Background: an optimization exercise with open tools, aiming at small area. Do not read the settings as production practice.
In this exercise RTL edits were held to simulation tests only and were not proved equivalent to the original.
No activity file was given, so power comes from the tool's default toggle rates.

==> exp/quartz: inputs <==
// arbotix_busctl
module arbotix_busctl (
  input  wire       clk,
  input  wire       rst_n,
  input  wire [8:0] h_addr,
  input  wire [7:0] h_wdata,
  input  wire       h_we,
  input  wire       h_re,
  output reg  [7:0] h_rdata,
  output wire       irq,
  output wire       txd,
  input  wire       rxd,
  output wire       tx_en,
  output wire       rx_en,
  output wire       seg_en
);
Settings: LEC_CHECK=0, CAP_MARGIN=20, CORE_MARGIN=2, CORE_UTILIZATION=40, SLEW_MARGIN=20; clock period 10.0 ns.
standard.sh (not shown) runs the stock make flow with config.mk's settings and CLKGATE_MAP_FILE= SYNTH_SCRIPT=/design/flow/synth_recipe.tcl, a recipe that flattens the netlist after the stock synthesis.
==> flow/flow/run.sh <==
#!/bin/bash
# Standard ORFS layout; clock tree synthesis uses larger sink clusters and
# adds no dummy loads. Each tool's output goes to standard.log.
set -o pipefail
export CTS_ARGS="-sink_clustering_enable -repair_clock_nets -dont_use_dummy_load -buf_list sky130_fd_sc_hd__clkbuf_16 -sink_clustering_size 22 -sink_clustering_max_diameter 90"
bash standard.sh > standard.log 2>&1
==> exp/pepper (differences from exp/quartz) <==
--- a/flow/design.v
+++ b/flow/design.v
@@ -233,14 +233,15 @@
   wire [7:0]  pbyte     = pbyte_r;
   wire        discard   = ((pc == 6'd0) && (pbyte != 8'hFF)) ||
                           ((pc == 6'd2) && (pbyte == 8'hFF));
   wire        frame_end = (pc == l_ex);
   wire        cb_zero   = (cb == 8'd0);
   wire        ca_hz     = (ca[18:1] == 18'd0);
   wire        ca_zero   = ca_hz && !ca[0];
+  wire        ca_one    = ca_hz && ca[0];
   wire        poll_now  = (seq == S_POLL) && !frame_end && cb_zero;
   wire        accept_b  = poll_now && have_byte;
   wire        sum_ok    = (acc == 8'hFF);
   wire [5:0]  cur_off   = ppos - pc;
   wire capture = rx_byte_valid && line_rx_en && seg_en_r;
   always @(posedge clk) begin
     if (!rst_n) begin
@@ -363,15 +364,15 @@
         S_RSETUP: begin
           seq <= S_POLL;
         end
         S_POLL: begin
           if (frame_end) begin
             seq <= S_CHECK;
           end else if (cb_zero) begin
-            if (!have_byte && ca_hz) begin
+            if (!have_byte && ca_one) begin
               rx_bcount   <= pc;
               rx_offset   <= cur_off;
               if (l_is_read) rval <= 16'hFFFF;
               st_done     <= 1'b1;
               st_result   <= 1'b1;
               st_rx_cause <= 2'b01;
               seq         <= S_IDLE;
@@ -454,15 +455,16 @@
       l_id         <= op_id;
       l_op         <= c_send ? op_instr : c_op;
       l_np         <= c_send ? op_pcount[5:0] :
                       c_read ? 6'd2 :
                       c_write ? {5'd1, op_width[1]} : 6'd0;
       l_ex         <= (c == C_RECV) ? op_explen[5:0] :
                       c_read ? (op_width[1] ? 6'd8 : 6'd7) : 6'd6;
-      l_t          <= (c == C_INIT) ? {baud_hi, baud_lo} : timeout;
+      l_t          <= (c == C_INIT) ? {baud_hi, baud_lo} :
+                      (timeout == 16'd0) ? 16'd1 : timeout;
       l_param[0]   <= c_send ? param[0] : op_addr;
       l_param[1]   <= c_send ? param[1] : (c_read ? op_width : op_val_lo);
       l_param[2]   <= c_send ? param[2] : op_val_hi;
       for (i = 3; i < 32; i = i + 1)
         l_param[i] <= param[i];
     end
   end
@@ -528,22 +530,20 @@
   end
   always @(posedge clk) begin
     for (i = 0; i < 255; i = i + 1)
       if (!rst_n || (wr_seg && seg_hi[i / 16] && seg_lo[i % 16]))
         seg_table[i] <= wd0[2:0];
   end
   always @(*) begin
-    pbyte_r  = 8'h00;
-    lparam_q = 8'h00;
+    pbyte_r  = cap_buf[ppos[4:0]];
+    lparam_q = l_param[pc[4:0]];
     param_h  = 8'h00;
     frame_h  = {8{ha_dec[0]}};
     for (i = 0; i < 32; i = i + 1) begin
       param_h  = param_h  | (param[i]   & {8{ha_dec[i]}});
-      pbyte_r  = pbyte_r  | (cap_buf[i] & {8{ppos[4:0] == i}});
-      lparam_q = lparam_q | (l_param[i] & {8{pc_dec[i]}});
     end
     for (i = 1; i < 32; i = i + 1)
       frame_h  = frame_h  | (frame[i]   & {8{ha_dec[i]}});
   end
   always @(posedge clk) begin
     if (put_fire)
       thr <= put_byte;
==> flow/flow/run.sh (replaced) <==
#!/bin/bash
# Standard ORFS layout; clock tree synthesis uses larger sink clusters and
# adds no dummy loads; port buffers use buf_2. Each tool's output goes to
# standard.log.
set -o pipefail
export CTS_ARGS="-sink_clustering_enable -repair_clock_nets -dont_use_dummy_load -buf_list sky130_fd_sc_hd__clkbuf_16 -sink_clustering_size 25 -sink_clustering_max_diameter 100"
export BUFFER_PORTS_ARGS="-buffer_cell sky130_fd_sc_hd__buf_2"
bash standard.sh > standard.log 2>&1
CORE_UTILIZATION = 50   (was 40)
==> exp/indigo (differences from exp/quartz) <==
--- a/flow/design.v
+++ b/flow/design.v
@@ -130,25 +130,26 @@
   reg        l_sge10;              
   reg [7:0]  l_id;
   reg [7:0]  l_op;                 
   reg [5:0]  l_np;                 
   reg [5:0]  l_ex;                 
   reg [15:0] l_t;                  
   reg [7:0]  l_param [0:31];       
-  reg [5:0]  pc;
-  reg [7:0]  acc;
+  reg [5:0]  q;
+  reg [7:0]  tx_cks;
   reg [18:0] ca;
   reg [7:0]  cb;
-  reg [5:0]  ppos;
+  reg [5:0]  bcount, ppos;
+  reg [7:0]  rx_sum;
   reg [7:0]  thr;
   reg [8:0]  tsh;
   reg [3:0]  tx_bit;
   reg [18:0] tx_tmr;
   reg [7:0]  pbyte_r, lparam_q, param_h, frame_h;
-  reg [31:0] pc_dec, wr_dec, ha_dec;
+  reg [31:0] bc_dec, wr_dec, pp_dec, q_dec, ha_dec;
   wire       rx_byte_valid;
   wire [7:0] rx_byte;
   wire [18:0] bit_period_m1 = {baud_gen, 3'b111};
   wire busy = (seq != S_IDLE);
   assign irq    = st_done & ctrl_done_ie;
   assign txd    = tsh[0];
   assign tx_en  = line_tx_en;
@@ -213,38 +214,39 @@
       3'd3:    c_op = 8'h05;     
       3'd4:    c_op = 8'h01;     
       default: c_op = 8'h06;     
     endcase
   end
   wire c_write = (c == C_WRITE) || (c == C_REG_WRITE);
   wire [15:0] timeout = {timeout_hi, timeout_lo};
-  wire last_put = (pc == l_np);
+  wire last_put = (q == l_np);
   reg  [7:0] put_byte;
   always @(*) begin
-    case (pc)
+    case (q)
       6'd59, 6'd60: put_byte = 8'hFF;
       6'd61:        put_byte = l_id;
       6'd62:        put_byte = {2'b00, l_np} + 8'd2;
       6'd63:        put_byte = l_op;
-      default:      put_byte = last_put ? ~acc : lparam_q;
+      default:      put_byte = last_put ? ~tx_cks : lparam_q;
     endcase
   end
   wire put_fire = (seq == S_PUT) && !thr_full;
   wire        have_byte = (wr_idx != ppos);
   wire [7:0]  pbyte     = pbyte_r;
-  wire        discard   = ((pc == 6'd0) && (pbyte != 8'hFF)) ||
-                          ((pc == 6'd2) && (pbyte == 8'hFF));
-  wire        frame_end = (pc == l_ex);
+  wire        discard   = ((bcount == 6'd0) && (pbyte != 8'hFF)) ||
+                          ((bcount == 6'd2) && (pbyte == 8'hFF));
+  wire        frame_end = (bcount == l_ex);
   wire        cb_zero   = (cb == 8'd0);
   wire        ca_hz     = (ca[18:1] == 18'd0);
   wire        ca_zero   = ca_hz && !ca[0];
+  wire        ca_one    = ca_hz && ca[0];
   wire        poll_now  = (seq == S_POLL) && !frame_end && cb_zero;
   wire        accept_b  = poll_now && have_byte;
-  wire        sum_ok    = (acc == 8'hFF);
-  wire [5:0]  cur_off   = ppos - pc;
+  wire        sum_ok    = (rx_sum == 8'hFF);
+  wire [5:0]  cur_off   = ppos - bcount;
   wire capture = rx_byte_valid && line_rx_en && seg_en_r;
   always @(posedge clk) begin
     if (!rst_n) begin
       cmd_code      <= 8'h00;
       st_done       <= 1'b0;
       st_result     <= 1'b0;
       st_rx_cause   <= 2'b00;
@@ -363,27 +365,27 @@
         S_RSETUP: begin
           seq <= S_POLL;
         end
         S_POLL: begin
           if (frame_end) begin
             seq <= S_CHECK;
           end else if (cb_zero) begin
-            if (!have_byte && ca_hz) begin
-              rx_bcount   <= pc;
+            if (!have_byte && ca_one) begin
+              rx_bcount   <= bcount;
               rx_offset   <= cur_off;
               if (l_is_read) rval <= 16'hFFFF;
               st_done     <= 1'b1;
               st_result   <= 1'b1;
               st_rx_cause <= 2'b01;
               seq         <= S_IDLE;
             end
           end
         end
         S_CHECK: begin
-          rx_bcount <= pc;
+          rx_bcount <= bcount;
           rx_offset <= cur_off;
           st_done   <= 1'b1;
           seq       <= S_IDLE;
           if (sum_ok) begin
             st_result   <= 1'b0;
             st_rx_cause <= 2'b00;
             if (!l_is_recv)
@@ -454,33 +456,30 @@
       l_id         <= op_id;
       l_op         <= c_send ? op_instr : c_op;
       l_np         <= c_send ? op_pcount[5:0] :
                       c_read ? 6'd2 :
                       c_write ? {5'd1, op_width[1]} : 6'd0;
       l_ex         <= (c == C_RECV) ? op_explen[5:0] :
                       c_read ? (op_width[1] ? 6'd8 : 6'd7) : 6'd6;
-      l_t          <= (c == C_INIT) ? {baud_hi, baud_lo} : timeout;
+      l_t          <= (c == C_INIT) ? {baud_hi, baud_lo} :
+                      (timeout == 16'd0) ? 16'd1 : timeout;
       l_param[0]   <= c_send ? param[0] : op_addr;
       l_param[1]   <= c_send ? param[1] : (c_read ? op_width : op_val_lo);
       l_param[2]   <= c_send ? param[2] : op_val_hi;
       for (i = 3; i < 32; i = i + 1)
         l_param[i] <= param[i];
     end
   end
   always @(posedge clk) begin
     if (accept) begin
-      pc  <= 6'd59;
-      acc <= 8'h02;                
-    end else if (seq == S_RSETUP) begin
-      pc  <= 6'd0;
-      acc <= 8'd0;
-    end else if (put_fire || (accept_b && !discard)) begin
-      pc  <= pc + 6'd1;
-      if (put_fire || pc[5:1] != 5'd0)
-        acc <= acc + (put_fire ? put_byte : pbyte);
+      q      <= 6'd59;
+      tx_cks <= 8'h02;             
+    end else if (put_fire) begin
+      q      <= q + 6'd1;
+      tx_cks <= tx_cks + put_byte;
     end
   end
   always @(posedge clk) begin
     if (seq == S_RSETUP || (poll_now && have_byte))
       ca <= {3'd0, l_t};
     else if (seq == S_RX1 || (seq == S_RX2 && ca_zero))
       ca <= bit_period_m1;
@@ -492,29 +491,39 @@
       cb <= settle_bits;
     else if (seq == S_RSETUP || poll_now)
       cb <= poll_div;
     else if ((seq == S_RX2 && ca_zero) || (seq == S_POLL && !frame_end))
       cb <= cb - 8'd1;
   end
   always @(posedge clk) begin
-    if (seq == S_RSETUP)
-      ppos <= 6'd0;
-    else if (accept_b)
+    if (seq == S_RSETUP) begin
+      bcount <= 6'd0;
+      ppos   <= 6'd0;
+      rx_sum <= 8'd0;
+    end else if (accept_b) begin
       ppos <= ppos + 6'd1;
+      if (!discard) begin
+        bcount <= bcount + 6'd1;
+        if (bcount[5:1] != 5'd0)
+          rx_sum <= rx_sum + pbyte;
+      end
+    end
   end
   always @(*) begin
     for (i = 0; i < 32; i = i + 1) begin
-      pc_dec[i] = (pc[4:0] == i);
+      bc_dec[i] = (bcount[4:0] == i);
       wr_dec[i] = (wr_idx[4:0] == i);
+      pp_dec[i] = (ppos[4:0] == i);
+      q_dec[i]  = (q[4:0] == i);
       ha_dec[i] = (h_addr[4:0] == i);
     end
   end
   always @(posedge clk) begin
     for (i = 1; i < 32; i = i + 1)
-      if (accept_b && pc_dec[i])
+      if (accept_b && bc_dec[i])
         frame[i] <= pbyte;
   end
   always @(posedge clk) begin
     for (i = 0; i < 32; i = i + 1)
       if (capture && !wr_idx[5] && wr_dec[i])
         cap_buf[i] <= rx_byte;
   end
@@ -533,17 +542,17 @@
   end
   always @(*) begin
     pbyte_r  = 8'h00;
     lparam_q = 8'h00;
     param_h  = 8'h00;
     frame_h  = {8{ha_dec[0]}};
     for (i = 0; i < 32; i = i + 1) begin
+      pbyte_r  = pbyte_r  | (cap_buf[i] & {8{pp_dec[i]}});
+      lparam_q = lparam_q | (l_param[i] & {8{q_dec[i]}});
       param_h  = param_h  | (param[i]   & {8{ha_dec[i]}});
-      pbyte_r  = pbyte_r  | (cap_buf[i] & {8{ppos[4:0] == i}});
-      lparam_q = lparam_q | (l_param[i] & {8{pc_dec[i]}});
     end
     for (i = 1; i < 32; i = i + 1)
       frame_h  = frame_h  | (frame[i]   & {8{ha_dec[i]}});
   end
   always @(posedge clk) begin
     if (put_fire)
       thr <= put_byte;
@@ -617,10 +626,11 @@
         8'h1C: rd = timeout_hi;
         8'h1D: rd = poll_div;
         default: rd = 8'h00;
       endcase
     end
   end
   always @(posedge clk) begin
-    h_rdata <= rd;
+    if (h_re)
+      h_rdata <= rd;
   end
 endmodule
==> flow/run.sh (new file) <==
#!/bin/bash
# synth_recipe.tcl (not shown) runs the flow's synth.tcl, then flattens the netlist and writes it again
# the make line also repeats each setting of config.mk as NAME=value (left out here)
make -C /OpenROAD-flow-scripts/flow DESIGN_CONFIG=/design/flow/config.mk WORK_HOME=/design/flow/orfs CLKGATE_MAP_FILE= SYNTH_SCRIPT=/design/flow/synth_recipe.tcl finish
removed: flow/flow/run.sh
removed: flow/standard.sh
==> notes <==
- Between exp/pepper and exp/quartz, the lower synthesized cell count is in exp/pepper (gap about 0.9%, measured against exp/quartz).
- Between exp/pepper and exp/quartz, the lower via count is in exp/quartz (gap about 0.54%, measured against exp/quartz).
- exp/indigo completed without violations. exp/quartz completed and failed the layout checks on slew limit. exp/pepper ran to the end with no violations.
- In exp/quartz the worst hold slack is worse than in exp/pepper, by 0.0089 ns.
- The lowest clock power belongs to exp/pepper, the highest to exp/indigo.

==> static timing again, ports no longer ideal <==
No port has a modelled driver above. Below, the same layouts with a new extraction and two added sets of constraints. Step 1 (the two cells are an assumption about what drives the block):
set clk [get_ports {clk}]
set_driving_cell -lib_cell sky130_fd_sc_hd__clkbuf_16 $clk
set_driving_cell -lib_cell sky130_fd_sc_hd__buf_2 [delete_from_list [all_inputs] $clk]
Step 2 adds t to the input delays and takes it off the output delays; t is the mean of the earliest and latest rising clock arrival at the registers after step 1. Input paths then give back, and output paths get back, about the clock's delay inside the block. Three values: no drivers, after step 1, after step 2; two values: the first two.
run	shift t [ns]	setup WS [ns]	hold slack, ns
exp/quartz	0.873	2.783 / 2.746 / 1.873	0.405 / 0.405 / 0.405
exp/pepper	0.865	3.577 / 3.556 / 2.690	0.414 / 0.414 / 0.414
exp/indigo	0.957	3.325 / 3.389 / 2.433	0.398 / 0.398 / 0.398
For exp/quartz, which loses most, drivers alone change the setup slack by -0.037 ns; drivers and shift together by -0.910 ns.
